What follows belongs to an exercise in optimizing a design on an open flow for small area, a short achievable clock period and few clock cycles; a production flow would make more cautious choices.
Only simulation tests tie the RTL to the original design; equivalence was not proved.
No activity file was given, so power comes from the tool's default toggle rates.

<file path="design/flow/design.v">
module festy_core (
    input  wire        clk,
    input  wire        rst,
    input  wire        cmd_valid,
    input  wire [31:0] cmd_word,
    input  wire [31:0] arg_base,
    input  wire [31:0] arg_len,
    input  wire        crc_we,
    input  wire [31:0] crc_wdata,
    output reg         busy,
    output reg         done,
    output reg         err,
    output reg         illcmd,
    output reg  [3:0]  errcode,
    output reg  [31:0] errparam,
    output reg  [31:0] result_len,
    output reg  [31:0] crc_reg,
    output reg         ib_re,
    output reg  [24:0] ib_addr,
    input  wire [7:0]  ib_rdata,
    output reg         ob_re,
    output reg         ob_we,
    output reg  [24:0] ob_addr,
    output reg  [7:0]  ob_wdata,
    input  wire [7:0]  ob_rdata
);
    localparam [3:0] E_BTS = 4'd1, E_UNSUP = 4'd2, E_TREE = 4'd3, E_TRAIL = 4'd4,
                     E_TRUNC = 4'd5, E_LEN = 4'd6, E_CRC = 4'd7, E_NOSECT = 4'd8;
    localparam [3:0]
        S_IDLE = 4'd0,
        S_CRC  = 4'd1,    
        S_SCAN = 4'd2,    
        S_HDR  = 4'd3,    
        S_CHK  = 4'd4,    
        S_COPY = 4'd5,    
        S_PRE  = 4'd6,    
        S_PRE2 = 4'd7,    
        S_DEC  = 4'd8,    
        S_END  = 4'd9,    
        S_ECRC = 4'd10;   
    reg [3:0]  state;
    reg        isdec;         
    reg        crc_sel;       
    reg        rlv;           
    reg [24:0] ra;            
    reg [25:0] n;             
    reg [24:0] base;          
    reg [10:0] off;           
    reg [4:0]  h;             
    reg        dv;            
    reg        cpv;           
    reg        s0bad;         
    reg [7:0]  extra, root;
    reg [7:0]  rc0, rc1;      
    reg [8:0]  g00, g01, g10, g11;
    reg        lenbad;
    reg        crcbad;
    reg [31:0] acc;           
    reg [24:0] r2;            
    reg [24:0] q2;            
    reg [8:0]  pcur;          
    reg        pend;          
    reg        pleaf;         
    reg        ovf;           
    reg        rmode;         
    reg        remit;         
    reg [7:0]  rcv;
    reg        rsv;           
    reg [24:0] wp;            
    reg [23:0] rem;           
    reg        rem1;          
    reg [7:0]  cb;            
    reg [3:0]  ck;            
    reg [7:0]  nb;            
    reg        nv;
    reg        fin;           
    reg [1:0]  cpos;          
    reg [24:0] crem;          
    reg [1:0]  fk;            
    function [31:0] crc_byte;
        input [31:0] r;
        input [7:0]  b;
        reg   [31:0] w;
        integer i;
        begin
            w = {24'd0, r[7:0] ^ b};
            for (i = 0; i < 8; i = i + 1)
                w = w[0] ? ((w >> 1) ^ 32'hEDB88320) : (w >> 1);
            crc_byte = (r >> 8) ^ w;
        end
    endfunction
    wire cmd_ok = (cmd_word == 32'h1) || (cmd_word == 32'h5) ||
                  (cmd_word == 32'h2) || (cmd_word == 32'h3);
    wire [32:0] arg_end = {1'b0, arg_base} + {1'b0, arg_len};
    wire        legal = cmd_ok && (arg_end <= 33'h2000000);
    wire [7:0]  mk = (h[1:0] == 2'd0) ? 8'h50 : (h[1:0] == 2'd1) ? 8'h4D :
                     (h[1:0] == 2'd2) ? 8'h4F : 8'h43;
    wire        mhit = (ib_rdata == mk);
    wire [10:0] off64 = off + 11'd64;
    wire        nxt_ok = (off64 <= 11'd1024) && ({15'd0, off64} + 26'd4 <= n);
    wire        cur_ok = (26'd4 <= n);
    reg         b2, b3, b1_ok, b2_ok, b3_ok;
    wire        b1     = cb[7];
    wire [6:0]  proot  = {1'b0, root[5:0]} + 7'd1;
    reg         rovf;                         
    reg  [1:0]  rovf1;                        
    wire [7:0]  rcb    = b1 ? rc1 : rc0;         
    wire        rleaf1 = b1 ? root[6] : root[7];
    wire        rovfb  = b1 ? rovf1[1] : rovf1[0];
    wire [8:0]  gsel   = b1 ? (b2 ? g11 : g10) : (b2 ? g01 : g00);    
    wire        rleaf2 = b2 ? rcb[6] : rcb[7];
    wire        arr    = (state == S_DEC) && pend && !ovf;           
    wire        emit   = (arr && pleaf) || ((state == S_DEC) && rmode && remit);
    wire        last   = emit && rem1;
    wire        hdr    = (state == S_HDR);
    wire        rsel   = !hdr && (pleaf || rmode);    
    wire        rstep  = ((arr && pleaf) || ((state == S_DEC) && rmode)) && !last;
    wire        nstep  = arr && !pleaf;
    wire        r_ok1  = b1_ok && !rovf && !rleaf1;
    wire        r_ok2  = r_ok1 && b2_ok && !rovfb && !rleaf2;
    wire        r_d1   = b1_ok && !rovf && rleaf1;                 
    wire        r_d2   = r_ok1 && b2_ok && !rovfb && rleaf2;       
    wire        r_tree = b1_ok && (rovf || (!rleaf1 && b2_ok && rovfb));
    wire        t_fail = (rstep && !r_d1 && !r_d2 && !(r_ok2 && b3_ok)) ||
                         (nstep && !b1_ok);
    wire        d1     = rstep && (r_d1 || r_d2);                  
    wire        go     = (rstep && r_ok2 && b3_ok) || (nstep && b1_ok);   
    wire [1:0]  used   = (rstep && r_d1) ? 2'd1 : (rstep && r_d2) ? 2'd2 :
                         !go ? 2'd0 : rstep ? 2'd3 : 2'd1;
    wire [7:0]  s8     = hdr ? {2'd0, (h[2] ? (h[1] ? rc1[5:0] : rc0[5:0]) : root[5:0])} :
                               {1'b0, gsel[6:0]};
    wire        rb     = !hdr && b3;
    wire [8:0]  ar_lo  = {1'b0, r2[7:0]} + {s8[6:0], rb};
    wire [16:0] r2_hi1 = r2[24:8] + 17'd1;
    wire [24:0] ar     = {ar_lo[8] ? r2_hi1 : r2[24:8], ar_lo[7:0]};
    wire [7:0]  an_lo  = {1'b0, q2[6:0]} + {1'b0, ib_rdata[5:0], b1};
    wire [17:0] q2_hi1 = q2[24:7] + 18'd1;
    wire [24:0] an     = {an_lo[7] ? q2_hi1 : q2[24:7], an_lo[6:0]};
    wire        bsel   = rsel ? b3 : b1;
    wire [24:0] q2n    = (rsel ? ar : an) + {23'd0, !bsel, bsel};
    wire [8:0]  pn     = (rsel ? {2'd0, proot} + {2'd0, gsel[6:0]} : pcur + {3'd0, ib_rdata[5:0]}) + 9'd1;
    wire        pleafn = rsel ? (b3 ? gsel[7] : gsel[8]) : (b1 ? ib_rdata[6] : ib_rdata[7]);
    function [8:0] gval;
        input       leaf;
        input [7:0] rc;
        input [7:0] g;
        begin
            gval = leaf ? {1'b0, g} : {g[7:6], {1'b0, rc[5:0]} + {1'b0, g[5:0]} + 7'd1};
        end
    endfunction
    wire        fvalid = (fk != 2'd0) || (crem[24:3] != 22'd0);
    wire        want_f = !nv && !fin && fvalid;
    wire        fetch  = want_f && (go || d1);
    wire        stall  = go && want_f;
    wire [7:0]  odata = (state == S_DEC && rmode) ? rcv : ib_rdata;
    wire [7:0]  cdata = (state == S_CRC && crc_sel) ? ob_rdata : odata;
    wire [31:0] cnext = crc_byte(acc, cdata);
    wire [9:0]  magidx = 10'd6 + {1'b0, extra, 1'b0};
    wire [25:0] crem0  = n - {16'd0, magidx};
    wire        tadj   = (ck == 4'd8) && (cpos == 2'd0);
    wire        trail  = tadj ? (crem != 25'd0) : (crem != 25'd4);
    reg [7:0] cb_n, nb_n;
    reg [3:0] ck_n;
    reg       nv_n, cadv;
    reg [1:0] cpos_n;
    always @(*) begin
        cb_n = cb; ck_n = ck; nb_n = nb; nv_n = nv; cpos_n = cpos; cadv = 1'b0;
        if (fin) begin
            nb_n = ib_rdata;
            nv_n = 1'b1;
        end
        if (state == S_PRE2) begin
            cb_n = ib_rdata; ck_n = 4'd8; cpos_n = 2'd0; nv_n = 1'b0;
        end
        if (used != 2'd0) begin
            if ({2'd0, used} < ck) begin
                cb_n = cb << used;
                ck_n = ck - {2'd0, used};
            end else if ({2'd0, used} == ck) begin
                cb_n = nv ? nb : ib_rdata;
                ck_n = (nv || fin) ? 4'd8 : 4'd0;
                if (nv || fin) begin
                    nv_n   = 1'b0;
                    cpos_n = cpos + 2'd1;
                    cadv   = (cpos == 2'd3);
                end
            end else begin
                cb_n   = nb << ({2'd0, used} - ck);
                ck_n   = 4'd8 - ({2'd0, used} - ck);
                nv_n   = 1'b0;
                cpos_n = cpos + 2'd1;
                cadv   = (cpos == 2'd3);
            end
        end
    end
    reg seq_issue;    
    always @(*) begin
        ib_re    = 1'b0;
        ib_addr  = ra;
        ob_re    = 1'b0;
        ob_we    = 1'b0;
        ob_addr  = wp;
        ob_wdata = odata;
        seq_issue = 1'b0;
        case (state)
        S_CRC: begin
            if (n != 26'd0) begin
                ib_re   = !crc_sel;
                ob_re   = crc_sel;
                ob_addr = ra;
                seq_issue = 1'b1;
            end
        end
        S_SCAN: begin
            seq_issue = 1'b1;
            if (!dv) begin
                ib_re = cur_ok;
            end else if (mhit) begin
                ib_re = 1'b1;
            end else begin
                ib_re   = nxt_ok;
                ib_addr = base + {14'd0, off64};
            end
        end
        S_HDR: begin
            ib_re = !(dv && (h == 5'd17 || h == 5'd24));
            seq_issue = ib_re;
            if (h == 5'd18 || h == 5'd20 || h == 5'd22) ib_addr = ar;
        end
        S_COPY: begin
            ib_re = 1'b1;
            seq_issue = 1'b1;
        end
        S_END: begin
            ib_re = isdec;
            seq_issue = 1'b1;
        end
        S_ECRC: begin
            ib_re = !(dv && h[1:0] == 2'd3);
            seq_issue = 1'b1;
        end
        S_PRE, S_PRE2: begin
            ib_re   = 1'b1;
            ib_addr = base;
        end
        S_DEC: begin
            if (rsv) begin
                ib_re   = 1'b1;
            end else if (fetch) begin
                ib_re   = 1'b1;
                ib_addr = base;
            end else if (go) begin
                ib_re   = 1'b1;
                ib_addr = rsel ? ar : an;
            end
        end
        default: ;
        endcase
        if (cpv || emit) ob_we = 1'b1;
        errparam   = {7'd0, (errcode == E_TRAIL) ? crem :
                            (errcode == E_TRUNC) ? {1'b0, rem} : 25'd0};
        result_len = {7'd0, rlv ? wp : 25'd0};
    end
    task finish_ok;
        begin
            busy    <= 1'b0;
            done    <= 1'b1;
            err     <= 1'b0;
            errcode <= 4'd0;
            state   <= S_IDLE;
        end
    endtask
    task fail;
        input [3:0] code;
        begin
            busy    <= 1'b0;
            done    <= 1'b1;
            err     <= 1'b1;
            errcode <= code;
            rlv     <= 1'b0;
            state   <= S_IDLE;
        end
    endtask
    always @(posedge clk) begin
        if (rst) begin
            state    <= S_IDLE;
            busy     <= 1'b0;
            done     <= 1'b0;
            err      <= 1'b0;
            illcmd   <= 1'b0;
            errcode  <= 4'd0;
            rlv      <= 1'b0;
            crc_reg  <= 32'hFFFFFFFF;
            dv       <= 1'b0;
            cpv      <= 1'b0;
            pend     <= 1'b0;
            rmode    <= 1'b0;
            rsv      <= 1'b0;
            fin      <= 1'b0;
        end else begin
            if (seq_issue) ra <= ib_addr + 25'd1;
            if (cpv) begin
                acc <= cnext;
                wp  <= wp + 25'd1;
            end
            cpv <= 1'b0;
            fin <= 1'b0;
            cb    <= cb_n;
            ck    <= ck_n;
            nb    <= nb_n;
            nv    <= nv_n;
            cpos  <= cpos_n;
            b1_ok <= (ck_n != 4'd0);
            b2    <= (ck_n >= 4'd2) ? cb_n[6] : nb_n[7];
            b2_ok <= (ck_n >= 4'd2) || (ck_n == 4'd1 && nv_n);
            b3    <= (ck_n >= 4'd3) ? cb_n[5] : (ck_n == 4'd2) ? nb_n[7] : nb_n[6];
            b3_ok <= (ck_n >= 4'd3) || (ck_n != 4'd0 && nv_n);
            if (cadv) crem <= crem - 25'd4;
            case (state)
            S_IDLE: begin
                ra      <= arg_base[24:0];
                base    <= arg_base[24:0];
                n       <= arg_len[25:0];
                dv      <= 1'b0;
                off     <= 11'd0;
                h       <= cmd_word[0] ? 5'd0 : 5'd12;
                crc_sel <= cmd_word[2];
                isdec   <= cmd_word[0];
                acc     <= cmd_word[1] ? 32'hFFFFFFFF : crc_reg;
                if (cmd_valid) begin
                    if (!legal) begin
                        illcmd <= 1'b1;
                    end else begin
                        busy  <= 1'b1;
                        state <= (cmd_word[1:0] == 2'd1) ? S_CRC :
                                 (cmd_word[1:0] == 2'd2) ? S_HDR : S_SCAN;
                    end
                end else if (crc_we) begin
                    crc_reg <= crc_wdata;
                end
            end
            S_CRC: begin
                if (dv) acc <= cnext;
                dv <= (n != 26'd0);
                if (n != 26'd0) begin
                    n <= n - 26'd1;
                end else begin
                    crc_reg <= dv ? cnext : acc;
                    finish_ok;
                end
            end
            S_SCAN: begin
                dv <= 1'b1;
                if (!dv) begin
                    if (!cur_ok) fail(E_NOSECT);
                end else if (mhit) begin
                    h <= h + 5'd1;
                    if (h[1:0] == 2'd3) begin
                        h     <= 5'd0;
                        n     <= n - {15'd0, off} - 26'd16;
                        state <= S_HDR;
                    end
                end else begin
                    h   <= 5'd0;
                    off <= off64;
                    if (!nxt_ok) fail(E_NOSECT);
                end
            end
            S_HDR: begin
                dv <= 1'b1;
                if (dv && h == 5'd7) q2 <= ra;    
                if (dv) begin
                    h <= h + 5'd1;
                    case (h)
                    5'd4:  rem[7:0]   <= ib_rdata;
                    5'd5:  rem[15:8]  <= ib_rdata;
                    5'd6:  rem[23:16] <= ib_rdata;
                    5'd7:  lenbad <= (ib_rdata != 8'd0);
                    5'd12: s0bad <= (ib_rdata != 8'h28);
                    5'd13: begin
                        lenbad   <= lenbad | (ib_rdata != rem[7:0]);
                        rem[7:0] <= ib_rdata;
                    end
                    5'd14: begin
                        lenbad    <= lenbad | (ib_rdata != rem[15:8]);
                        rem[15:8] <= ib_rdata;
                    end
                    5'd15: begin
                        lenbad     <= lenbad | (ib_rdata != rem[23:16]);
                        rem[23:16] <= ib_rdata;
                    end
                    5'd16: begin
                        extra <= ib_rdata;
                        wp    <= ra + {16'd0, ib_rdata, 1'b1} + 25'd3;
                        r2    <= ib_addr + 25'd1;      
                    end
                    5'd17: root <= ib_rdata;
                    5'd19: begin
                        rc0 <= ib_rdata;
                        r2  <= ib_addr + 25'd1;
                    end
                    5'd20: rc1 <= ib_rdata;
                    5'd21: g00 <= gval(rc0[7], rc0, ib_rdata);
                    5'd22: g01 <= gval(rc0[6], rc0, ib_rdata);
                    5'd23: g10 <= gval(rc1[7], rc1, ib_rdata);
                    5'd24: begin
                        g11   <= gval(rc1[6], rc1, ib_rdata);
                        state <= S_CHK;
                    end
                    default: ;
                    endcase
                end
            end
            S_CHK: begin
                wp    <= 25'd0;
                crcbad <= 1'b0;
                base  <= wp;
                ra    <= base;
                n     <= {1'b0, q2};
                rem1  <= (rem == 24'd1);
                rovf  <= {1'b0, proot} > extra;
                rovf1[0] <= ({2'd0, proot} + {3'd0, rc0[5:0]} + 9'd1) > {1'b0, extra};
                rovf1[1] <= ({2'd0, proot} + {3'd0, rc1[5:0]} + 9'd1) > {1'b0, extra};
                fk    <= 2'd0;
                crem  <= crem0[24:0];
                if (isdec && (n[25] || n == 26'd0)) begin
                    fail(E_BTS);
                end else if (isdec && s0bad) begin
                    fail(E_UNSUP);
                end else if (n[25:3] == 23'd0 && n[2:0] <= 3'd6) begin
                    fail(E_BTS);
                end else if (s0bad) begin
                    fail(E_UNSUP);
                end else if (n <= {16'd0, magidx}) begin
                    fail(E_UNSUP);
                end else if (crem0 < 26'd4) begin
                    fail(E_TRUNC);
                end else begin
                    state <= (isdec && off != 11'd0) ? S_COPY : S_PRE;
                end
            end
            S_COPY: begin
                off <= off - 11'd1;
                cpv <= 1'b1;
                if (off == 11'd1) state <= S_PRE;
            end
            S_PRE: begin
                base  <= base - 25'd1;
                state <= S_PRE2;
            end
            S_PRE2: begin
                fin   <= 1'b1;
                base  <= base - 25'd1;
                fk    <= 2'd2;
                rmode <= 1'b1;
                remit <= 1'b0;
                pend  <= 1'b0;
                rsv   <= 1'b0;
                state <= S_DEC;
            end
            S_DEC: begin
                rsv   <= 1'b0;
                rmode <= 1'b0;
                pend  <= 1'b0;
                if (rsv) begin
                    pend <= 1'b1;
                end else if (pend && ovf) begin
                    fail(E_TREE);
                end else begin
                    if (emit) begin
                        acc  <= cnext;
                        wp   <= wp + 25'd1;
                        rem  <= rem - 24'd1;
                        rem1 <= (rem == 24'd2);
                    end
                    if (last) begin
                        ra    <= n[24:0];
                        state <= S_END;
                    end else if (t_fail) begin
                        fail((rstep && r_tree) ? E_TREE : E_TRUNC);
                    end else if (d1) begin
                        rmode <= 1'b1;
                        remit <= 1'b1;
                        rcv   <= r_d1 ? rcb : gsel[7:0];
                    end else begin
                        q2    <= q2n;
                        ra    <= rsel ? ar : an;
                        pcur  <= pn;
                        ovf   <= pn > {1'b0, extra};
                        pleaf <= pleafn;
                        pend  <= !stall;
                        rsv   <= stall;
                    end
                end
            end
            S_END: begin
                if (trail) begin
                    crem <= tadj ? crem : crem - 25'd4;
                    fail(E_TRAIL);
                end else if (!isdec) begin
                    rlv <= 1'b1;
                    finish_ok;
                end else if (lenbad) begin
                    fail(E_LEN);
                end else begin
                    crc_reg <= acc;
                    dv      <= 1'b1;
                    h       <= 5'd0;
                    state   <= S_ECRC;
                end
            end
            S_ECRC: begin
                dv <= 1'b1;
                if (dv) begin
                    h <= h + 5'd1;
                    if (ib_rdata != ~acc[8*h[1:0] +: 8]) crcbad <= 1'b1;
                    if (h[1:0] == 2'd3) begin
                        if (crcbad || ib_rdata != ~acc[31:24]) begin
                            fail(E_CRC);
                        end else begin
                            rlv <= 1'b1;
                            finish_ok;
                        end
                    end
                end
            end
            default: state <= S_IDLE;
            endcase
            if (state == S_DEC && fetch) begin
                fin  <= 1'b1;
                base <= (fk == 2'd3) ? base + 25'd7 : base - 25'd1;
                fk   <= fk + 2'd1;
            end
        end
    end
endmodule
</file>
<file path="design/flow/flow/run.sh">
#!/bin/bash
# Layout: the standard flow (standard.sh) unchanged, except that the port
# buffers that global placement inserts on every input and output are
# sky130_fd_sc_hd__buf_1 cells instead of the default buffer cell; timing
# repair still resizes any of them that are on a critical path.
# Each run's full output goes to its own log file in this folder; ORFS also
# keeps each tool's log under orfs/logs/.
set -euo pipefail
export BUFFER_PORTS_ARGS="-buffer_cell sky130_fd_sc_hd__buf_1"
bash standard.sh synth > synth.log 2>&1
bash standard.sh finish > layout.log 2>&1
</file>
<file path="design/flow/standard.sh">
#!/bin/bash
# synth_recipe.tcl (not shown) runs the flow's synth.tcl, then flattens the netlist and writes it again
# the make line also repeats each setting of config.mk as NAME=value (left out here)
make -C /OpenROAD-flow-scripts/flow DESIGN_CONFIG=/design/flow/config.mk WORK_HOME=/design/flow/orfs CLKGATE_MAP_FILE= SYNTH_SCRIPT=/design/flow/synth_recipe.tcl "${@:-finish}"
</file>
<file path="design/flow/config.mk">
export PLATFORM = sky130hd
export DESIGN_NAME = festy_core
export DESIGN_NICKNAME = festy_core
export VERILOG_FILES = /design/flow/design.v
export SDC_FILE = /design/flow/constraint.sdc
export NUM_CORES = 4
export LEC_CHECK = 0
export CAP_MARGIN = 20
export CORE_MARGIN = 2
export CORE_UTILIZATION = 40
export PLACE_DENSITY = 0.6
export SETUP_SLACK_MARGIN = 4
export SLEW_MARGIN = 20
</file>
<file path="design/flow/constraint.sdc">
create_clock -name core_clock -period 10.0 [get_ports {clk}]
set_input_delay 2.0000 -clock core_clock [delete_from_list [all_inputs] [get_ports {clk}]]
set_output_delay 2.0000 -clock core_clock [all_outputs]
set_load 0.01 [all_outputs]
</file>
==> run_results.csv, run 1 <==
group,metric,value,unit
finish,stdcell_area,49030,um2
place,dpl_cell_area,43270,um2
global_routing,grt_pass1_wl,272.4,mm
pwr,peakVddDrop,358.0,uV
timing,worstMarginPinSlew,1.181,ns
floorplan,rows,117,
timing,rsz0062_at_grt,"yes",
route,avgRoutedWirePerCell,29.08,um
timing,finalHoldViolations,0,
yosys,ys_async_sr_fraction,0,%
status,status,"finished clean",
place,portBuffers,298,
timing,slew_headroom,20.56,%
route,drc,0,
global_routing,first_global_vias,39594,
clocking,htree_num_levels,2,
floorplan,io_pins,313,
clocking,cts_made_buffers,54,
finish,final_util,48.26,%
global_routing,grt_max_degree,77,
critical_path,rrSetupSlack,4.20,ns
hold_path,hold_depth,2,
route,vias_per_cell,6.530,
finish,area_growth,19.95,%
route,first_pass_iters,9,
yosys,synth_cell_types,131,
critical_path,rr_worst_depth,20,
route,wirelength,190.9,mm
timing,min_period,6.582,ns
finish,drive_gt1_share,16.77,%
global_routing,track_usage,35.09,%
critical_path,required,8.00,ns
pwr,leakage,17.91,nW
timing,timing.final.crit_share,65.82,%
critical_path,cp-end-kind,"primary output",
critical_path,critPathKind,"input pin to primary output",
clocking,path_clk_slew,0.06,ns
route,drt_iter0_markers,5907,
pwr,power_density,281.4,nW/um2
yosys,avgSynthCellArea,8.492,um2
place,dp_hpwl,137.9,mm
hold_path,min_path_type,"flip-flop to flip-flop",
clocking,cts_tree,"built",
clocking,clk_latency,0.68,ns
finish,fin_nets,5542,
route,ant_nets,0,
global_routing,grt_overflow,0,
timing,worst_clock_skew,0.04100,ns
timing,slew_viol_final,0,
critical_path,cp.arrival,4.58,ns
timing,setup_violations,0,
timing,tns,0,ns
floorplan,dieArea,104800,um2
yosys,synth_cells,4813,
critical_path,cp_max_fo,7,
floorplan,die_y,323.7,um
job,maxCapViolCount,0,
floorplan,die_w,323.7,um
timing,fmax,0.1519,GHz
yosys,synth_edf_count,375,
critical_path,start_kind,"input pin",
route,vias,42868,
clocking,cts_buffer_depth,3,
clocking,root_buffer,"clkbuf_16",
yosys,ys.flop_type,"edfxtp_1",
floorplan,core,101600,um2
clocking,cts_sinks,426,
yosys,ys_seq_elements,426,
yosys,ys_seq_area_share,30.05,%
floorplan,start_util,40.23,%
global_routing,antenna_found_initial,1,
yosys,syn_area,40870,um2
place,place_congestion,1.002,
yosys,yosys_warnings,1,
-- path summary, 6_finish.rpt --
path / from / end
max reg2reg: cb[7]$_DFFE_PP_ / b3$_DFFE_PN_
min: err$_SDFFE_PP0P_ / err$_SDFFE_PP0P_
min reg2reg: err$_SDFFE_PP0P_ / err$_SDFFE_PP0P_
max: ib_rdata[1] / ib_addr[8]
-- cell families (layout without fill, tap and decap cells) --
kind of cell / count (synthesis) / in the layout / synth area share (%)
and+or+nand+nor: 1556 / 1556 / 18.57
AOI/OAI and AO/OA: 1486 / 1487 / 24.31
buffers and inverters: 525 / 893 / 5.412
DFF: 426 / 426 / 30.05
xor gates and xnor gates: 394 / 394 / 8.672
adders and majority gates: 245 / 245 / 7.788
muxes: 180 / 180 / 5.192
other: 1 / 16 / 0.009175
-- routing by layer --
layer  wire, um  GRT usage (%)
met5          0              0
met4      15500          24.23
met3      19860          7.117
met2      81440          52.39
met1      74140          45.53
-- worst max-delay path, cell delays in order --
cell       delay [ns]
clkbuf_16        0.15
buf_12           0.14
xor2_2           0.18
a32o_2           0.29
a21oi_4          0.26
o22ai_4          0.20
buf_4            0.23
a221o_1          0.37
or3_1            0.33
o21ai_2          0.08
nand2b_4         0.17
inv_4            0.05
buf_6            0.11
-- synth_stat cells (58+ instances only) --
master / count / area, um2
nor3_1: 127 / 635.6
and2_1: 59 / 369.1
xnor2_1: 228 / 1997
o21ai_0: 352 / 1762
edfxtp_1: 375 / 11260
nor4_1: 62 / 387.9
a22oi_1: 66 / 495.5
clkbuf_1: 268 / 1006
nor2b_1: 58 / 362.9
nor2_1: 370 / 1389
ha_1: 228 / 2853
mux2_2: 58 / 653.1
nand2_1: 472 / 1772
nand4_1: 59 / 369.1
o211ai_1: 62 / 465.5
xor2_1: 155 / 1358
nand3_1: 119 / 595.6
a211oi_1: 64 / 480.5
a21oi_1: 338 / 1692
inv_1: 177 / 664.4
mux2i_1: 101 / 1011
-- report_power, final --
group,switching [mW],total (mW),internal [mW]
clock network,0.894,2.09,1.20
registers,0.931,3.48,2.54
logic,5.15,8.23,3.08
-- final cells by class --
| class | instances | area, um2 |
|---|---|---|
| timing repair buffer | 607 | 4068 |
| antenna | 2 | 5.005 |
| clock inverter | 28 | 334.1 |
| multi-input combinational | 3876 | 28390 |
| fill | 9777 | 52570 |
| inverter | 185 | 715.7 |
| clock buffer | 73 | 1515 |
| sequential | 426 | 12280 |
| tap | 1368 | 1712 |
-- cell usage in the layout (no fill, tap or decap), types with 23 or more instances in the layout --
cell	count
a211oi_1	46
a21o_1	45
a21oi_1	320
a221o_1	23
a221oi_1	45
a222oi_1	33
a22o_1	43
a22oi_1	60
a31oi_1	53
and2_1	57
and3_1	49
buf_1	262
buf_4	263
buf_6	42
clkbuf_16	58
dfxtp_1	51
edfxtp_1	375
ha_1	214
inv_1	165
mux2_2	57
mux2i_1	91
nand2_1	464
nand2b_1	34
nand3_1	110
nand4_1	59
nor2_1	358
nor2b_1	57
nor3_1	108
nor4_1	44
o211ai_1	62
o21a_1	33
o21ai_0	323
o221ai_1	37
o22ai_1	51
or3_1	28
xnor2_1	216
xor2_1	148
-- through the flow --
step | hold slack, ns | setup slack [ns] | cells | total power, mW
after floorplan | 0.4689 | 3.968 | 4826 | 7.818
after detailed placement | 0.4358 | 2.594 | 6248 | 10.38
after CTS | 0.4453 | 3.473 | 6500 | 13.18
after global placement | 0.4401 | 2.644 | 6248 | 10.36
after global routing | 0.4996 | 3.331 | 6564 | 14.38
final | 0.4456 | 3.418 | 6565 | 13.80
-- what timing repair did --
action | 4_1_cts | 5_1_grt
cloned | 6 | 0
setup endpoints to repair | 119 | 60
pin swaps | 122 | 93
hold buffers | 0 | 0
buffers inserted | 145 | 61
gates resized for setup | 334 | 112
Testbench counts, summed over its fixed seeds: cycles 196,763.
==> inputs of run 2 (changes only) <==
--- a/design/flow/config.mk
+++ b/design/flow/config.mk
@@ -10,4 +10,4 @@
 export CORE_UTILIZATION = 40
 export PLACE_DENSITY = 0.6
-export SETUP_SLACK_MARGIN = 4
+export SETUP_SLACK_MARGIN = 3.5
 export SLEW_MARGIN = 20
==> run 2 against run 1 <==
Effect of this change: via count decreased by 0.80%; first-iteration DRC count increased by 4.1%; combinational power decreased by 5.7%; critical path type is now flip-flop to primary output; highest routed layer is now met5.
==> run_results.csv, run 2 <==
group,metric,value,unit
global_routing,grt_overflow,0,
yosys,synth_most_common_cell,"nand2_1",
timing,fmax,0.1500,GHz
critical_path,cp_max_fo,6,
yosys,synth_edf_count,375,
critical_path,startpoint,"b2$_DFFE_PN_",
timing,min_period,6.665,ns
yosys,ys_seq_elements,426,
timing,finalHoldViolations,0,
yosys,ys.flop_type,"edfxtp_1",
critical_path,required,8.00,ns
critical_path,cp.arrival,4.67,ns
clocking,htree_num_levels,2,
yosys,synth_top_area_share,27.55,%
global_routing,first_global_vias,38459,
floorplan,dieArea,104800,um2
critical_path,cp-end-kind,"primary output",
floorplan,rows,117,
route,vias,42525,
pwr,leakage,17.51,nW
job,maxCapViolCount,0,
route,drt_iter0_markers,6152,
finish,mostFrequentLayoutCells,"465 x nand2_1, 375 x edfxtp_1, 362 x nor2_1",
finish,area_growth,17.25,%
floorplan,die_w,323.7,um
yosys,ys_async_sr_fraction,0,%
finish,fin_nets,5488,
clocking,cts_sinks,426,
hold_path,hold_depth,2,
route,vias_per_cell,6.530,
global_routing,antenna_found_initial,4,
timing,slew_viol_final,0,
clocking,root_buffer,"clkbuf_16",
yosys,synth_area_leaders,"edfxtp_1 28%, ha_1 7.0%, xnor2_1 4.9%",
timing,holdWs,0.4541,ns
critical_path,reg2reg_from,"extra[0]$_DFFE_PP_",
timing,rsz0062_at_grt,"yes",
yosys,yosys_warnings,1,
hold_path,min_path_type,"flip-flop to flip-flop",
yosys,synth_cells,4813,
timing,setup_violations,0,
yosys,synth_cell_types,131,
yosys,avgSynthCellArea,8.492,um2
yosys,ys_seq_area_share,30.05,%
finish,final_util,47.17,%
timing,timing.final.crit_share,66.65,%
timing,worstMarginPinSlew,1.211,ns
place,place_congestion,1.038,
global_routing,grt_max_degree,74,
route,wirelength,187.2,mm
route,ant_nets,0,
global_routing,track_usage,34.04,%
global_routing,grt_pass1_wl,264.9,mm
floorplan,die_y,323.7,um
floorplan,start_util,40.23,%
finish,layout_commonest_cell,"nand2_1",
place,dpl_cell_area,43140,um2
clocking,cts_buffer_depth,3,
status,status,"finished clean",
floorplan,io_pins,313,
clocking,cts_tree,"built",
place,portBuffers,298,
timing,worst_clock_skew,0.03588,ns
finish,stdcell_area,47920,um2
clocking,path_clk_slew,0.07,ns
clocking,cts_made_buffers,53,
route,avgRoutedWirePerCell,28.75,um
timing,tns,0,ns
place,dp_hpwl,136.0,mm
pwr,power_density,280.0,nW/um2
yosys,syn_area,40870,um2
yosys,synth_common_cells,"472 x nand2_1, 375 x edfxtp_1, 370 x nor2_1",
clocking,clk_latency,0.67,ns
critical_path,rr_worst_depth,17,
critical_path,critPathKind,"flip-flop to primary output",
pwr,peakVddDrop,356.9,uV
finish,drive_gt1_share,14.32,%
timing,slew_headroom,19.24,%
critical_path,start_kind,"flip-flop",
route,first_pass_iters,6,
floorplan,core,101600,um2
yosys,yosys.area.top_type,"edfxtp_1",
route,drc,0,
hold_path,holdCritStartpoint,"err$_SDFFE_PP0P_",
run 2: cells by family after synthesis:
family                   count (synthesis)  share of synthesized area (%)
buffers and inverters                  525                          5.412
multiplexers                           180                          5.192
flip-flops                             426                          30.05
other                                    1                       0.009175
AO/OA/AOI/OAI                         1486                          24.31
XOR/XNOR                               394                          8.672
adder cells (fa/ha/maj)                245                          7.788
AND/OR/NAND/NOR                       1556                          18.57
run 2: per-layer routing:
metal	GRT usage [%]	wire (um)	up-vias
li1	-	-	18635
met4	23.43	15360	2
met1	44.87	71870	20454
met3	6.100	20630	650
met2	50.60	79350	2784
met5	0.1389	10	-
run 2: where the power goes:
group | internal (mW) | switching, mW
registers | 2.55 | 0.919
logic | 2.84 | 4.92
clock network | 1.30 | 0.891
run 2: layout make-up:
cell class / instances / area [um2]
fill: 9881 / 53670
multi-input combinational: 3876 / 27700
sequential: 426 / 12290
timing repair buffer: 554 / 3562
tap: 1368 / 1712
clock buffer: 62 / 1410
inverter: 185 / 710.7
clock inverter: 38 / 539.3
antenna: 3 / 7.507
run 2: per-stage QoR:
step	setup WS (ns)	total power, mW	std cells
2_1_floorplan	3.544	7.789	4826
3_3_place_gp	2.315	10.24	6246
3_5_place_dp	2.211	10.27	6247
4_1_cts	3.457	12.82	6448
5_1_grt	3.254	13.93	6511
6_report	3.335	13.42	6512
run 2: worst paths after layout:
| check | end | slack (ns) |
|---|---|---|
| setup / recovery | ib_addr[11] | 3.33 |
| hold / removal | err$_SDFFE_PP0P_ | 0.45 |
| setup reg to reg | errcode[0]$_SDFFE_PP0P_ | 3.89 |
| hold reg to reg | err$_SDFFE_PP0P_ | 0.45 |
run 2: repair_timing:
| action | CTS | global route |
|---|---|---|
| hold buffers | 0 | 0 |
| buffers inserted | 96 | 54 |
| cloned | 5 | 5 |
| resized for setup | 204 | 117 |
| hold endpoints to repair | 0 | 0 |
| pin swaps | 74 | 63 |
| endpoints found under the setup margin | 29 | 35 |
run 2: critical path: stages (launching register included):
cell and delay [ns]:
edfxtp_1 0.42, buf_12 0.16, mux4_2 0.57, nand2_2 0.10
o21ai_2 0.08, fa_2 0.37, a211o_1 0.33, a21oi_4 0.20
buf_12 0.14, buf_12 0.11, buf_16 0.12, o21a_1 0.16
nor3_2 0.07, a211oi_2 0.38, buf_4 0.19, nor4b_4 0.04
a211oi_4 0.27, buf_12 0.16, buf_6 0.10
==> inputs of run 3 (changes only) <==
--- a/design/flow/config.mk
+++ b/design/flow/config.mk
@@ -8,6 +8,6 @@
 export CAP_MARGIN = 20
 export CORE_MARGIN = 2
-export CORE_UTILIZATION = 40
-export PLACE_DENSITY = 0.6
+export CORE_UTILIZATION = 60
+export PLACE_DENSITY = 0.7
 export SETUP_SLACK_MARGIN = 3.5
 export SLEW_MARGIN = 20
==> run 3 against run 2 <==
Effect of this change: global-route usage grew 15 points; sequential power is essentially flat; critical path type unchanged; non-clock buffer count shrank 33; count of clock-buffer cells in the layout grew 7; synthesized cell count is the same; final cell count shrank 8.1%; cell area shrank 2.5%; die area shrank 33%; clock skew grew 0.0084 ns.
==> run_results.csv, run 3 <==
group,metric,value,unit
pwr,finalPower,13.36,mW
critical_path,worst_r2r_endpoint,"errcode[0]$_SDFFE_PP0P_",
finish,area_growth,14.31,%
global_routing,met2_usage,72.77,%
timing,fmax,0.1499,GHz
global_routing,grt.met3_usage,12.88,%
critical_path,cp-end-kind,"primary output",
critical_path,cp_max_fo,6,
hold_path,hold_depth,2,
clocking,htree_num_levels,2,
global_routing,track_usage,49.41,%
yosys,syn_area,40870,um2
yosys,synth_most_common_cell,"nand2_1",
place,place_congestion,1.067,
finish,fin_nets,5454,
timing,setup_violations,0,
yosys,yosys_warnings,1,
critical_path,required,8.00,ns
clocking,clk_latency,0.65,ns
finish,mostFrequentLayoutCells,"464 x nand2_1, 375 x edfxtp_1, 364 x nor2_1",
critical_path,critPathCapture,"ib_addr[8]",
floorplan,io_pins,313,
finish,layout_commonest_cell,"nand2_1",
job,maxCapViolCount,0,
yosys,ys_async_sr_fraction,0,%
finish,fill_cells,5533,
pwr,leakage,17.18,nW
global_routing,antenna_found_initial,11,
floorplan,rows,95,
critical_path,reg2reg_from,"extra[0]$_DFFE_PP_",
clocking,cts_made_buffers,52,
timing,slew_viol_final,0,
finish,drive_gt1_share,13.42,%
route,vias,44061,
clocking,postCtsHoldBufs,0,
finish,multi_input_comb_area,27740,um2
route,ant_nets,0,
yosys,avgSynthCellArea,8.492,um2
timing,rsz0062_at_grt,"yes",
global_routing,grtUsageMet1,61.83,%
global_routing,first_global_vias,40013,
critical_path,rr_worst_depth,16,
pwr,peakVddDrop,220.9,uV
timing,min_period,6.671,ns
timing,finalHoldViolations,0,
timing,slew_headroom,21.91,%
status,status,"finished clean",
clocking,cts_sinks,426,
route,drt_iter0_markers,7650,
timing,timing.final.crit_share,66.71,%
critical_path,critPathKind,"flip-flop to primary output",
floorplan,start_util,60.75,%
critical_path,start_kind,"flip-flop",
floorplan,die_w,265,um
clocking,cts_tree,"built",
global_routing,grt_max_degree,83,
critical_path,startpoint,"b2$_DFFE_PN_",
yosys,synth_common_cells,"472 x nand2_1, 375 x edfxtp_1, 370 x nor2_1",
yosys,ys.flop_type,"edfxtp_1",
yosys,synth_cells,4813,
finish,regArea,12280,um2
yosys,synth_area_leaders,"edfxtp_1 28%, ha_1 7.0%, xnor2_1 4.9%",
route,wirelength,182.8,mm
global_routing,grt_pass1_wl,260.6,mm
place,dp_hpwl,131.1,mm
hold_path,min_path_type,"flip-flop to flip-flop",
yosys,synth_edf_count,375,
timing,worstMarginPinSlew,1.171,ns
route,first_pass_iters,12,
yosys,yosys.area.top_type,"edfxtp_1",
route,drc,0,
timing,tns,0,ns
critical_path,rrSetupSlack,3.80,ns
yosys,ys_seq_area_share,30.05,%
global_routing,grt_overflow,0,
yosys,ys_seq_elements,426,
place,dp_slack,2.245,ns
yosys,synth_top_area_share,27.55,%
finish,final_util,69.45,%
pwr,power_density,285.9,nW/um2
timing,worst_clock_skew,0.04426,ns
clocking,cts_buffer_depth,3,
yosys,synth_cell_types,131,
floorplan,die_y,265,um
critical_path,cp.arrival,4.67,ns
place,portBuffers,298,
floorplan,core,67280,um2
clocking,root_buffer,"clkbuf_16",
clocking,path_clk_slew,0.06,ns
route,vias_per_cell,7.363,
floorplan,dieArea,70230,um2
route,avgRoutedWirePerCell,30.55,um
timing,setup_slack,3.329,ns
global_routing,grt_busiest_layer,"met2",
run 3: cell counts after synthesis:
No cell type changed its count.
run 3: layer usage:
| layer | part of all wire, % | up-vias |
|---|---|---|
| met3 | 14 | 1029 |
| met1 | 34 | 20568 |
| met5 | 0.13 | - |
| met2 | 41 | 3905 |
| met4 | 10 | 10 |
| li1 | - | 18549 |
run 3: through the flow:
step	hold WS, ns	std cells	area (um2)
detailed placement	0.4452	5745	42440
global route	0.4735	5981	46710
finish	0.4562	5984	46720
global placement	0.4356	5745	42440
floorplan	0.4689	4826	40930
CTS	0.4544	5907	45410
run 3: repair_timing:
item | in CTS | in global routing
gates cloned | 2 | 5
gates resized for setup | 153 | 157
buffers inserted | 63 | 61
endpoints found under the setup margin | 29 | 52
pin swaps | 37 | 67
run 3: final cells by class:
class                      count  share of cell area (%)
timing repair buffer         521                   6.657
multi-input combinational   3876                   59.36
clock inverter                28                  0.6240
inverter                     185                   1.526
clock buffer                  69                   3.168
sequential                   426                   26.29
antenna                        6                 0.03214
tap                          873                   2.338
run 3: worst min-delay path by stage:
stage,startpoint,to,slack [ns]
floorplan,err$_SDFFE_PP0P_,err$_SDFFE_PP0P_,0.47
global placement,done$_SDFFE_PP0P_,done$_SDFFE_PP0P_,0.44
detailed placement,done$_SDFFE_PP0P_,done$_SDFFE_PP0P_,0.45
CTS,done$_SDFFE_PP0P_,done$_SDFFE_PP0P_,0.45
global route,done$_SDFFE_PP0P_,done$_SDFFE_PP0P_,0.47
finish,done$_SDFFE_PP0P_,done$_SDFFE_PP0P_,0.46
run 3: kinds of logic after synthesis:
logic type | after synthesis | share of synthesized area, %
other | 1 | 0.009175
DFF | 426 | 30.05
and+or+nand+nor | 1556 | 18.57
muxes | 180 | 5.192
xor gates and xnor gates | 394 | 8.672
AOI/OAI and AO/OA | 1486 | 24.31
adders and majority gates | 245 | 7.788
buffers and inverters | 525 | 5.412
run 3: worst max-delay path: stages, from the launching register on:
cell	delay, ns
edfxtp_1	0.50
buf_12	0.17
mux4_2	0.56
nand2_2	0.11
o21ai_4	0.09
fa_2	0.40
a211o_1	0.37
a21oi_4	0.17
buf_12	0.15
buf_8	0.13
nor2_2	0.06
xor2_2	0.17
a221o_1	0.34
or3_1	0.37
o21ai_2	0.08
nand2b_4	0.16
inv_2	0.06
buf_6	0.12
run 3: where the power goes:
group	leakage, nW	switching (mW)	internal [mW]	total, mW
Sequential	3.89	0.943	2.55	3.49
Clock	0.854	0.870	1.15	2.02
Combinational	12.4	5.09	2.76	7.85
Total	17.2	6.90	6.46	13.4
==> inputs of run 4 (changes only) <==
--- a/design/flow/design.v
+++ b/design/flow/design.v
@@ -195,7 +195,9 @@
     end
     reg seq_issue;    
+    reg [24:0] oth;   
+    wire sel_an = (state == S_DEC) && !rsv && nstep && b1_ok && !want_f;
     always @(*) begin
         ib_re    = 1'b0;
-        ib_addr  = ra;
+        oth      = ra;
         ob_re    = 1'b0;
         ob_we    = 1'b0;
@@ -220,5 +222,5 @@
             end else begin
                 ib_re   = nxt_ok;
-                ib_addr = base + {14'd0, off64};
+                oth = base + {14'd0, off64};
             end
         end
@@ -226,5 +228,5 @@
             ib_re = !(dv && (h == 5'd17 || h == 5'd24));
             seq_issue = ib_re;
-            if (h == 5'd18 || h == 5'd20 || h == 5'd22) ib_addr = ar;
+            if (h == 5'd18 || h == 5'd20 || h == 5'd22) oth = ar;
         end
         S_COPY: begin
@@ -242,5 +244,5 @@
         S_PRE, S_PRE2: begin
             ib_re   = 1'b1;
-            ib_addr = base;
+            oth = base;
         end
         S_DEC: begin
@@ -249,12 +251,15 @@
             end else if (fetch) begin
                 ib_re   = 1'b1;
-                ib_addr = base;
+                oth = base;
             end else if (go) begin
                 ib_re   = 1'b1;
-                ib_addr = rsel ? ar : an;
+                oth = ar;
             end
         end
         default: ;
         endcase
+        ib_addr[6:0]  = sel_an ? an_lo[6:0] : oth[6:0];
+        ib_addr[24:7] = an_lo[7] ? (sel_an ? q2_hi1 : oth[24:7]) :
+                                   (sel_an ? q2[24:7] : oth[24:7]);
         if (cpv || emit) ob_we = 1'b1;
         errparam   = {7'd0, (errcode == E_TRAIL) ? crem :
@@ -299,5 +304,5 @@
             fin      <= 1'b0;
         end else begin
-            if (seq_issue) ra <= ib_addr + 25'd1;
+            if (seq_issue) ra <= oth + 25'd1;
             if (cpv) begin
                 acc <= cnext;
@@ -393,10 +398,10 @@
                         extra <= ib_rdata;
                         wp    <= ra + {16'd0, ib_rdata, 1'b1} + 25'd3;
-                        r2    <= ib_addr + 25'd1;      
+                        r2    <= oth + 25'd1;      
                     end
                     5'd17: root <= ib_rdata;
                     5'd19: begin
                         rc0 <= ib_rdata;
-                        r2  <= ib_addr + 25'd1;
+                        r2  <= oth + 25'd1;
                     end
                     5'd20: rc1 <= ib_rdata;
--- a/design/flow/config.mk
+++ b/design/flow/config.mk
@@ -8,6 +8,6 @@
 export CAP_MARGIN = 20
 export CORE_MARGIN = 2
-export CORE_UTILIZATION = 60
-export PLACE_DENSITY = 0.7
+export CORE_UTILIZATION = 40
+export PLACE_DENSITY = 0.6
 export SETUP_SLACK_MARGIN = 3.5
 export SLEW_MARGIN = 20
==> run 4 against run 3 <==
Effect of this change: still clean; flip-flop and latch count did not move; via count fell by 5.5%; register-to-register slack got worse by 0.06 ns; critical path depth fell by 9; utilization fell by 23 points; global-route usage fell by 16 points; cell area fell by 0.42%; sequential power rose by 3%; clock power rose by 3%; final cell count rose by 6.1%; critical endpoint is now ib_re.
==> run_results.csv, run 4 <==
group,metric,value,unit
yosys,ys_async_sr_fraction,0,%
place,place_congestion,1.032,
critical_path,required,8.00,ns
finish,final_cell_count_no_fill,6348,
yosys,yosys.area.top_type,"edfxtp_1",
yosys,synth_most_common_cell,"nand2_1",
finish,fin_nets,5396,
floorplan,rows,116,
floorplan,die_y,322.1,um
timing,min_period,6.547,ns
finish,stdcell_area,46530,um2
timing,fmax,0.1528,GHz
critical_path,rrSetupSlack,3.74,ns
critical_path,worst_r2r_endpoint,"b1_ok$_DFFE_PN_",
yosys,ys_seq_area_share,30.35,%
floorplan,io_pins,313,
hold_path,holdCritStartpoint,"crc_reg[10]$_SDFFE_PP1P_",
hold_path,hold_depth,2,
finish,mostFrequentLayoutCells,"457 x nand2_1, 375 x edfxtp_1, 332 x a21oi_1",
global_routing,grt_overflow,0,
route,ant_nets,0,
clocking,cts_sinks,426,
yosys,avgSynthCellArea,8.493,um2
status,status,"finished clean",
critical_path,rr_worst_depth,17,
place,dp_hpwl,135.3,mm
clocking,htree_num_levels,2,
global_routing,track_usage,33.73,%
global_routing,antenna_found_initial,12,
route,wirelength,181.9,mm
floorplan,die_w,322.1,um
hold_path,hold_path_end,"crc_reg[10]$_SDFFE_PP1P_",
clocking,path_clk_slew,0.06,ns
critical_path,cp_max_fo,11,
yosys,ys.flop_type,"edfxtp_1",
global_routing,first_global_vias,38158,
yosys,synth_cells,4765,
route,vias_per_cell,6.561,
place,portBuffers,298,
critical_path,reg2reg_from,"state[0]$_SDFFE_PP0P_",
yosys,synth_edf_count,375,
critical_path,cp.arrival,4.55,ns
finish,final_util,46.46,%
yosys,synth_top_area_share,27.83,%
floorplan,start_util,40.41,%
pwr,peakVddDrop,223.7,uV
job,maxCapViolCount,0,
timing,worstMarginPinSlew,1.250,ns
timing,slew_headroom,15.54,%
route,drc,0,
timing,finalHoldViolations,0,
yosys,synth_area_leaders,"edfxtp_1 28%, ha_1 7.0%, xnor2_1 4.6%",
place,dp.cells,6134,
route,avgRoutedWirePerCell,28.65,um
clocking,postCtsHoldBufs,0,
place,dpl_cell_area,42750,um2
critical_path,critPathKind,"flip-flop to primary output",
global_routing,grt_max_degree,69,
route,first_pass_iters,8,
clocking,root_buffer,"clkbuf_16",
timing,rsz0062_at_grt,"yes",
pwr,power_density,289.6,nW/um2
yosys,yosys_warnings,1,
clocking,cts_made_buffers,54,
critical_path,cp-end-kind,"primary output",
finish,area_growth,14.98,%
route,vias,41648,
finish,layout_commonest_cell,"nand2_1",
timing,timing.final.crit_share,65.47,%
yosys,synth_cell_types,112,
pwr,leakage,16.82,nW
timing,setup_violations,0,
clocking,cts_buffer_depth,3,
timing,slew_viol_final,0,
yosys,syn_area,40470,um2
yosys,ys_seq_elements,426,
floorplan,core,100100,um2
yosys,synth_common_cells,"460 x nand2_1, 375 x edfxtp_1, 344 x a21oi_1",
finish,drive_gt1_share,11.51,%
clocking,clk_latency,0.68,ns
critical_path,start_kind,"flip-flop",
floorplan,dieArea,103700,um2
timing,tns,0,ns
timing,worst_clock_skew,0.03959,ns
hold_path,min_path_type,"flip-flop to flip-flop",
clocking,cts_tree,"built",
global_routing,grt_pass1_wl,261.3,mm
route,drt_iter0_markers,5721,
==> run 4: changes by cell type after synthesis, moves of 13 or more <==
cell      before  now
o211ai_1      62   98
a221oi_1      53   39
xnor2_1      228  213
o21ai_0      352  304
nand3_1      119  132
a22oi_1       66   53
nor2b_1       58   45
xor2_1       155  176
nor2_1       370  340
nor3_1       127  150
a21o_1        46   65
o221ai_1      41   67
==> run 4: cell families (layout without fill, tap and decap cells) <==
logic type / Yosys count / in the layout / synth area share [%]
and+or+nand+nor: 1561 / 1564 / 19.11
AOI/OAI and AO/OA: 1457 / 1457 / 24.05
buffers and inverters: 510 / 778 / 5.027
DFF: 426 / 426 / 30.35
xor gates and xnor gates: 392 / 392 / 8.568
adders and majority gates: 244 / 244 / 7.841
muxes: 174 / 174 / 5.043
other: 1 / 15 / 0.009267
==> run 4: through the flow <==
stage          hold WS, ns  total power, mW  setup WS (ns)
3_3_place_gp        0.4903            10.61          2.372
3_5_place_dp        0.4965            10.64          2.273
5_1_grt             0.5296            14.10          3.361
6_report            0.5008            13.47          3.453
4_1_cts             0.5058            12.99          3.505
2_1_floorplan       0.4957            8.118          3.802
==> run 4: power by group <==
group	total (mW)	internal (mW)	switching (mW)	leakage [nW]
clock network	2.09	1.19	0.902	0.903
logic	7.78	2.87	4.91	12.0
registers	3.60	2.60	0.992	3.91
==> run 4: how the worst max path moves through the flow <==
stage | to | startpoint | cells after the start | slack [ns]
after floorplan | ib_addr[4] | ib_rdata[0] | 8 | 3.80
after global placement | ib_addr[4] | ib_rdata[0] | 10 | 2.37
after detailed placement | ib_addr[4] | ib_rdata[0] | 10 | 2.27
after CTS | ib_addr[11] | b2$_DFFE_PN_ | 15 | 3.50
after global routing | ib_re | n[12]$_DFFE_PP_ | 8 | 3.36
final | ib_re | n[12]$_DFFE_PP_ | 8 | 3.45
==> run 4: routing by layer <==
metal / vias to the layer above / wire [um] / track usage, %
met2: 2625 / 77810 / 50.80
met4: 2 / 7051 / 11.90
li1: 18494 / - / -
met1: 20167 / 75110 / 47.23
met3: 360 / 21890 / 7.514
met5: - / 13 / 0
==> run 4: repair_timing <==
item                       4_1_cts  5_1_grt
setup endpoints to repair       55       36
gates cloned                     4        4
pin swaps                       31       46
resized for setup              138       81
setup buffers                   49       54
==> run 4: final cells by class <==
cell class,instances,area [um2]
diodes,1,2.502
clock buffers,75,1551
clock inverters,26,282.8
fillers,9863,53620
inverters,182,705.7
multi-input cells,3845,27190
flip-flops and latches,426,12300
well taps,1298,1624
repair buffers,495,2879
==> run 4: critical path: stages (launching register included) <==
cell and delay, ns:
edfxtp_1 0.58, nor4_2 0.63, nand2_1 0.37, nor4_1 0.65
o41ai_1 0.18, o22ai_1 0.77, a21oi_1 0.16, a211o_1 0.35
buf_1 0.16
Testbench counts of run 4, summed over its fixed seeds: cycles 196,763.
==> inputs of run 5 (changes only) <==
--- a/design/flow/config.mk
+++ b/design/flow/config.mk
@@ -10,4 +10,4 @@
 export CORE_UTILIZATION = 40
 export PLACE_DENSITY = 0.6
-export SETUP_SLACK_MARGIN = 3.5
+export SETUP_SLACK_MARGIN = 3
 export SLEW_MARGIN = 20
==> run 5 against run 4 <==
Effect of this change: first-iteration DRC count decreased by 5.2%; critical path depth increased by 5; die area did not move; count of clock-buffer cells in the layout unchanged; worst hold slack improved by 0.0014 ns; utilization down 1.5 points; synthesized cell count unchanged; critical path type unchanged; critical endpoint is now ib_addr[4]; largest cell class unchanged; largest power group unchanged; highest routed layer unchanged.
==> run_results.csv, run 5 <==
group,metric,value,unit
finish,area_growth,11.29,%
yosys,ys_async_sr_fraction,0,%
place,dp_hpwl,135.3,mm
yosys,yosys_warnings,1,
route,ant_nets,0,
route,first_pass_iters,7,
clocking,cts_buffer_depth,3,
place,portBuffers,298,
timing,holdWs,0.5022,ns
finish,drive_gt1_share,8.248,%
clocking,clk_latency,0.68,ns
finish,mostFrequentLayoutCells,"460 x nand2_1, 375 x edfxtp_1, 341 x a21oi_1",
finish,final_util,44.97,%
timing,tns,0,ns
finish,layout_commonest_cell,"nand2_1",
floorplan,rows,116,
yosys,ys_seq_elements,426,
place,place_congestion,1.032,
yosys,syn_area,40470,um2
global_routing,track_usage,33.23,%
clocking,cts_tree,"built",
timing,slew_viol_final,0,
clocking,htree_num_levels,2,
yosys,synth_cell_types,112,
critical_path,max_stage_delay,0.56,ns
timing,fmax,0.1419,GHz
yosys,synth_most_common_cell,"nand2_1",
floorplan,start_util,40.41,%
place,dp.cells,6134,
timing,setup_violations,0,
timing,finalHoldViolations,0,
timing,setup_slack,2.952,ns
timing,min_period,7.048,ns
critical_path,required,8.00,ns
route,wirelength,178.9,mm
finish,final_cell_count_no_fill,6258,
global_routing,grt_overflow,0,
global_routing,grt_pass1_wl,257.8,mm
timing,slew_headroom,19.80,%
yosys,ys_seq_area_share,30.35,%
yosys,yosys.area.top_type,"edfxtp_1",
hold_path,min_path_type,"flip-flop to flip-flop",
floorplan,core,100100,um2
route,drc,0,
finish,fill_cells,9984,
critical_path,critPathKind,"flip-flop to primary output",
yosys,synth_common_cells,"460 x nand2_1, 375 x edfxtp_1, 344 x a21oi_1",
route,vias,41021,
pwr,power_density,291.1,nW/um2
place,dp_slack,2.273,ns
clocking,cts_made_buffers,54,
floorplan,dieArea,103700,um2
clocking,cts_sinks,426,
global_routing,first_global_vias,37818,
route,vias_per_cell,6.555,
critical_path,cp.arrival,5.05,ns
critical_path,cpMaxStageDelayCell,"o32ai_2",
clocking,root_buffer,"clkbuf_16",
yosys,ys.flop_type,"edfxtp_1",
pwr,peakVddDrop,221.9,uV
job,maxCapViolCount,0,
timing,rsz0062_at_grt,"yes",
critical_path,cp-end-kind,"primary output",
floorplan,io_pins,313,
yosys,avgSynthCellArea,8.493,um2
status,status,"finished clean",
route,avgRoutedWirePerCell,28.59,um
pwr,finalPower,13.11,mW
finish,fin_nets,5306,
timing,timing.final.crit_share,70.48,%
floorplan,die_y,322.1,um
yosys,synth_top_area_share,27.83,%
finish,stdcell_area,45040,um2
clocking,path_clk_slew,0.06,ns
pwr,leakage,16.17,nW
timing,worstMarginPinSlew,1.187,ns
yosys,synth_edf_count,375,
critical_path,start_kind,"flip-flop",
global_routing,antenna_found_initial,13,
yosys,synth_area_leaders,"edfxtp_1 28%, ha_1 7.0%, xnor2_1 4.6%",
critical_path,crit_chain,"buf_4 -> nand4bb_4 -> and2_1 -> ha_1 -> fa_1 -> a211oi_2 -> nor2_1 -> xor2_1 -> a221o_1 -> a311o_1 -> o32ai_2 -> mux2i_1 -> buf_1",
route,drt_iter0_markers,5425,
global_routing,grt_max_degree,69,
critical_path,cp_max_fo,15,
yosys,synth_cells,4765,
floorplan,die_w,322.1,um
timing,worst_clock_skew,0.03841,ns
place,dpl_cell_area,42750,um2
==> run 5: changes by cell type in the layout (fill, tap and decap cells not counted), sizes merged <==
cell	before	now
buf	484	399
clkbuf	85	82
clkdlybuf4s15	1	0
nand4bb	2	1
==> run 5: repair_timing <==
item | in CTS | in global routing
pin swaps | 2 | 7
hold buffers | 0 | 0
endpoints found under the setup margin | 34 | 26
gates cloned | 0 | 2
buffers inserted | 9 | 10
gates resized for setup | 24 | 31
==> run 5: path summary, 6_finish.rpt <==
path,end,slack (ns),depth (start not counted),startpoint
worst max register to register,crem[15]$_DFFE_PP_,3.43,16,state[3]$_SDFFE_PP0P_
worst max-delay path,ib_addr[4],2.95,13,state[3]$_SDFFE_PP0P_
worst min-delay path,crc_reg[10]$_SDFFE_PP1P_,0.50,2,crc_reg[10]$_SDFFE_PP1P_
worst min register to register,crc_reg[10]$_SDFFE_PP1P_,0.50,2,crc_reg[10]$_SDFFE_PP1P_
==> run 5: cells by family (layout without fill, tap and decap cells) <==
| kind of cell | count (synthesis) | in the layout | synth area share (%) |
|---|---|---|---|
| simple gates | 1561 | 1563 | 19.11 |
| compound gates | 1457 | 1457 | 24.05 |
| buf+inv | 510 | 689 | 5.027 |
| flops | 426 | 426 | 30.35 |
| xor+xnor | 392 | 392 | 8.568 |
| fa+ha+maj | 244 | 244 | 7.841 |
| mux | 174 | 174 | 5.043 |
| other cells | 1 | 15 | 0.009267 |
==> run 5: cell type report <==
| cell class | instances | area (um2) | area share [%] |
|---|---|---|---|
| antenna | 1 | 2.502 | 0.005556 |
| clock buffer | 75 | 1551 | 3.445 |
| clock inverter | 26 | 282.8 | 0.6279 |
| inverter | 182 | 696.9 | 1.547 |
| multi-input combinational | 3844 | 26610 | 59.07 |
| sequential | 426 | 12290 | 27.28 |
| tap | 1298 | 1624 | 3.606 |
| timing repair buffer | 406 | 1987 | 4.412 |
==> run 5: worst max-delay path: cells and delay by family, from the launching register on <==
kind / cells / cell delay, ns
AO/OA/AOI/OAI: 4 / 1.62
XOR/XNOR: 1 / 0.20
adder cells (fa/ha/maj): 2 / 0.65
buffers and inverters: 2 / 0.45
flip-flops: 1 / 0.41
multiplexers: 1 / 0.35
AND/OR/NAND/NOR: 3 / 0.67
==> run 5: power breakdown <==
part	internal, mW	switching (mW)
clock	1.19	0.900
combinational	2.64	4.77
sequential	2.60	0.999
total	6.44	6.67
==> run 5: routing by layer <==
metal	global-route usage, %	up-vias	wire length (um)
met2	50.03	2493	76660
met3	7.124	328	20680
met4	11.57	6	6642
met5	0	-	38
li1	-	18298	-
met1	46.79	19896	74910
==> inputs of run 6 (changes only) <==
--- a/design/flow/config.mk
+++ b/design/flow/config.mk
@@ -8,6 +8,6 @@
 export CAP_MARGIN = 20
 export CORE_MARGIN = 2
-export CORE_UTILIZATION = 40
-export PLACE_DENSITY = 0.6
-export SETUP_SLACK_MARGIN = 3
+export CORE_UTILIZATION = 60
+export PLACE_DENSITY = 0.7
+export SETUP_SLACK_MARGIN = 3.5
 export SLEW_MARGIN = 20
==> run 6 against run 5 <==
Effect of this change: global-route usage is 12 points higher; still clean on timing, DRC and antenna; worst setup slack better by 0.52 ns; count of clock-buffer cells in the layout down 12; critical path type unchanged; die area down 33%; largest power group unchanged; synthesized cell count is the same.
==> run_results.csv, run 6 <==
group,metric,value,unit
floorplan,dieArea,69540,um2
finish,final_util,67.85,%
place,place_congestion,1.030,
yosys,avgSynthCellArea,8.493,um2
critical_path,crit_chain,"buf_4 -> buf_6 -> mux4_2 -> nand2_2 -> o21ai_1 -> ha_2 -> buf_4 -> nor4_4 -> o21a_4 -> or3_1 -> nand2b_1 -> xor2_2 -> o22ai_1 -> a22oi_1 -> o311ai_2 -> nor2_1 -> a21oi_1 -> buf_1",
yosys,synth_cells,4765,
pwr,p_clk_share,14.6,%
hold_path,min_path_type,"flip-flop to flip-flop",
pwr,peakVddDrop,223.9,uV
critical_path,crit_top_cell,"buf_4",
global_routing,grt_overflow,0,
floorplan,start_util,60.47,%
pwr,pwr-share-comb,57.9,%
route,avgRoutedWirePerCell,28.35,um
critical_path,cpMaxStageDelayCell,"mux4_2",
yosys,synth_compound_area_share,24.05,%
timing,worstMarginPinSlew,1.312,ns
clocking,clk_latency,0.64,ns
timing,worst_clock_skew,0.04919,ns
yosys,synth_cell_types,112,
timing,tns,0,ns
floorplan,die_y,263.7,um
finish,area_growth,12.19,%
critical_path,rrSetupSlack,3.76,ns
timing,slew_headroom,11.36,%
place,portBuffers,298,
job,maxCapViolCount,0,
yosys,ys_seq_elements,426,
finish,fin_nets,5366,
yosys,ys_async_sr_fraction,0,%
timing,slew_viol_final,0,
timing,finalHoldViolations,0,
route,wirelength,167.0,mm
critical_path,cp_top_family,"simple AND/OR/NAND/NOR gates",
yosys,synth_area_leaders,"edfxtp_1 28%, ha_1 7.0%, xnor2_1 4.6%",
finish,layout_commonest_cell,"nand2_1",
floorplan,io_pins,313,
clocking,cts_made_buffers,51,
yosys,yosys_warnings,1,
yosys,synth_most_common_cell,"nand2_1",
yosys,yosys.area_share.simple,19.11,%
pwr,swShare,50.37,%
critical_path,cp.arrival,4.52,ns
global_routing,grt_max_degree,68,
critical_path,critPathKind,"flip-flop to primary output",
yosys,ys.flop_type,"edfxtp_1",
yosys,synth_mux_area_share,5.043,%
pwr,leakage,16.48,nW
global_routing,antenna_found_initial,10,
yosys,syn_area,40470,um2
critical_path,cp-end-kind,"primary output",
route,drt_iter0_markers,6706,
route,first_pass_iters,10,
global_routing,first_global_vias,38634,
floorplan,die_w,263.7,um
route,vias,42156,
clocking,postCtsHoldBufs,0,
clocking,cts_buffer_depth,3,
pwr,p_int,6.431,mW
route,ant_nets,0,
status,status,"finished clean",
yosys,synth_xor_area_share,8.568,%
route,drc,0,
global_routing,track_usage,45.72,%
timing,setup_violations,0,
route,vias_per_cell,7.155,
critical_path,start_kind,"flip-flop",
yosys,yosys.area.top_type,"edfxtp_1",
pwr,p_switching,6.526,mW
critical_path,max_stage_delay,0.55,ns
yosys,synth_top_family_by_area,"compound AO/OA/AOI/OAI gates",
timing,fmax,0.1533,GHz
yosys,yosys.area_share.adder,7.841,%
finish,mostFrequentLayoutCells,"459 x nand2_1, 375 x edfxtp_1, 338 x a21oi_1",
clocking,cts_tree,"built",
pwr,power_density,285.4,nW/um2
critical_path,required,8.00,ns
critical_path,worst-path-buf-inv,4,
timing,timing.final.crit_share,65.24,%
timing,min_period,6.524,ns
clocking,htree_num_levels,2,
place,dp_hpwl,123.2,mm
yosys,synth_common_cells,"460 x nand2_1, 375 x edfxtp_1, 344 x a21oi_1",
clocking,root_buffer,"clkbuf_16",
clocking,cts_sinks,426,
yosys,synth_edf_count,375,
floorplan,core,66920,um2
finish,drive_gt1_share,10.15,%
pwr,sequentialPowerShare,27.5,%
global_routing,grt_pass1_wl,242.6,mm
floorplan,rows,95,
timing,rsz0062_at_grt,"yes",
yosys,synth_top_area_share,27.83,%
yosys,ys_seq_area_share,30.35,%
critical_path,cp_max_fo,5,
clocking,path_clk_slew,0.07,ns
-- run 6: cell types whose count changed in the layout (fill, tap and decap cells not counted), sizes merged, moves of 2 or more --
cell / previous run / this run
buf: 399 / 455
inv: 180 / 178
clkbuf: 82 / 76
diode: 1 / 6
clkinv: 21 / 26
-- run 6: worst paths after layout --
| kind | from | endpoint | depth (start not counted) |
|---|---|---|---|
| max reg2reg | rmode$_SDFFE_PP0P_ | b2$_DFFE_PN_ | 14 |
| max | b2$_DFFE_PN_ | ib_addr[23] | 18 |
| min reg2reg | crc_reg[14]$_SDFFE_PP1P_ | crc_reg[14]$_SDFFE_PP1P_ | 2 |
| min | crc_reg[14]$_SDFFE_PP1P_ | crc_reg[14]$_SDFFE_PP1P_ | 2 |
-- run 6: routing by layer --
layer / share of wire [%] / vias to the layer above / track usage [%]
met5: 0.036 / - / 0
met4: 5.5 / 10 / 21.67
met3: 16 / 574 / 16.32
met2: 41 / 3366 / 66.68
met1: 37 / 19803 / 60.34
li1: - / 18403 / -
-- run 6: area by class of cell --
| class | count | area, um2 |
|---|---|---|
| Antenna cell | 6 | 15.01 |
| Sequential cell | 426 | 12300 |
| Clock inverter | 29 | 264.0 |
| Inverter | 182 | 701.9 |
| Tap cell | 873 | 1092 |
| Timing Repair Buffer | 468 | 2698 |
| Clock buffer | 63 | 1363 |
| Multi-Input combinational cell | 3845 | 26970 |
| Fill cell | 5608 | 21520 |
-- run 6: worst register-to-register path, cell delays in order (launching register included) --
cell	delay, ns
dfxtp_1	0.86
o211ai_1	0.52
nor2_1	0.70
nand2_1	0.14
a22oi_2	0.52
inv_1	0.17
ha_1	0.73
nand2_1	0.15
or3_1	0.50
nor3_1	0.30
a211oi_1	0.10
o31a_1	0.30
o32a_1	0.21
or3_1	0.43
mux2_2	0.35
-- run 6: power groups by stage --
stage | combinational (mW) | sequential, mW | clock (mW)
floorplan | 5.18 | 2.94 | 0
global placement | 6.77 | 3.50 | 0
detailed placement | 6.86 | 3.50 | 0
CTS | 7.04 | 3.47 | 1.87
global route | 8.00 | 3.57 | 1.93
finish | 7.50 | 3.57 | 1.89
-- run 6: kinds of logic after synthesis --
| family | Yosys count |
|---|---|
| simple gates | 1561 |
| xor+xnor | 392 |
| flops | 426 |
| buf+inv | 510 |
| other cells | 1 |
| fa+ha+maj | 244 |
| compound gates | 1457 |
| mux | 174 |
-- run 6: timing repair --
action                     CTS  global route
pin swaps                   19            24
gates cloned                 3             7
setup endpoints to repair   33            27
resized for setup           76            89
setup buffers               33            43
-- run 6: stage by stage --
stage	instances	hold WS [ns]	instance area, um2	setup slack (ns)	total power [mW]
after global placement	5707	0.4707	42200	2.692	10.27
after floorplan	4778	0.4957	40520	3.802	8.118
after CTS	5835	0.5024	44460	3.500	12.38
final	5892	0.4985	45400	3.476	12.96
after global routing	5887	0.5308	45390	3.389	13.49
after detailed placement	5707	0.4910	42200	2.689	10.36

==> static timing again, ports no longer ideal <==
The results above use ideal ports. As a check the final layouts listed here were re-extracted and re-timed, cells and wires unchanged.
Step 1: set_driving_cell puts a clkbuf_16 on clk and a buf_2 on each other input, an assumption about the parent block.
Step 2 times the ports against the registers' clock, not the clock port: input delays grow and output delays shrink by t, the midpoint of the rising clock arrivals with the driver on.
Three values: no drivers, after step 1, after step 2; two values: the first two.
run | t, ns | setup WS [ns] | hold slack, ns
run 1 | 0.733 | 3.418 / 3.369 / 3.350 | 0.446 / 0.446 / 0.446
run 2 | 0.730 | 3.335 / 3.258 / 3.338 | 0.454 / 0.454 / 0.454
run 3 | 0.701 | 3.329 / 3.260 / 2.987 | 0.456 / 0.456 / 0.456
run 4 | 0.738 | 3.453 / 3.377 / 3.413 | 0.501 / 0.501 / 0.501
run 5 | 0.742 | 2.952 / 2.875 / 2.993 | 0.502 / 0.502 / 0.502
run 6 | 0.686 | 3.476 / 3.407 / 3.517 | 0.498 / 0.498 / 0.498
After both steps every run listed still meets setup and hold. For run 3, which loses most, drivers alone change the setup slack by -0.069 ns; drivers and shift together by -0.342 ns.
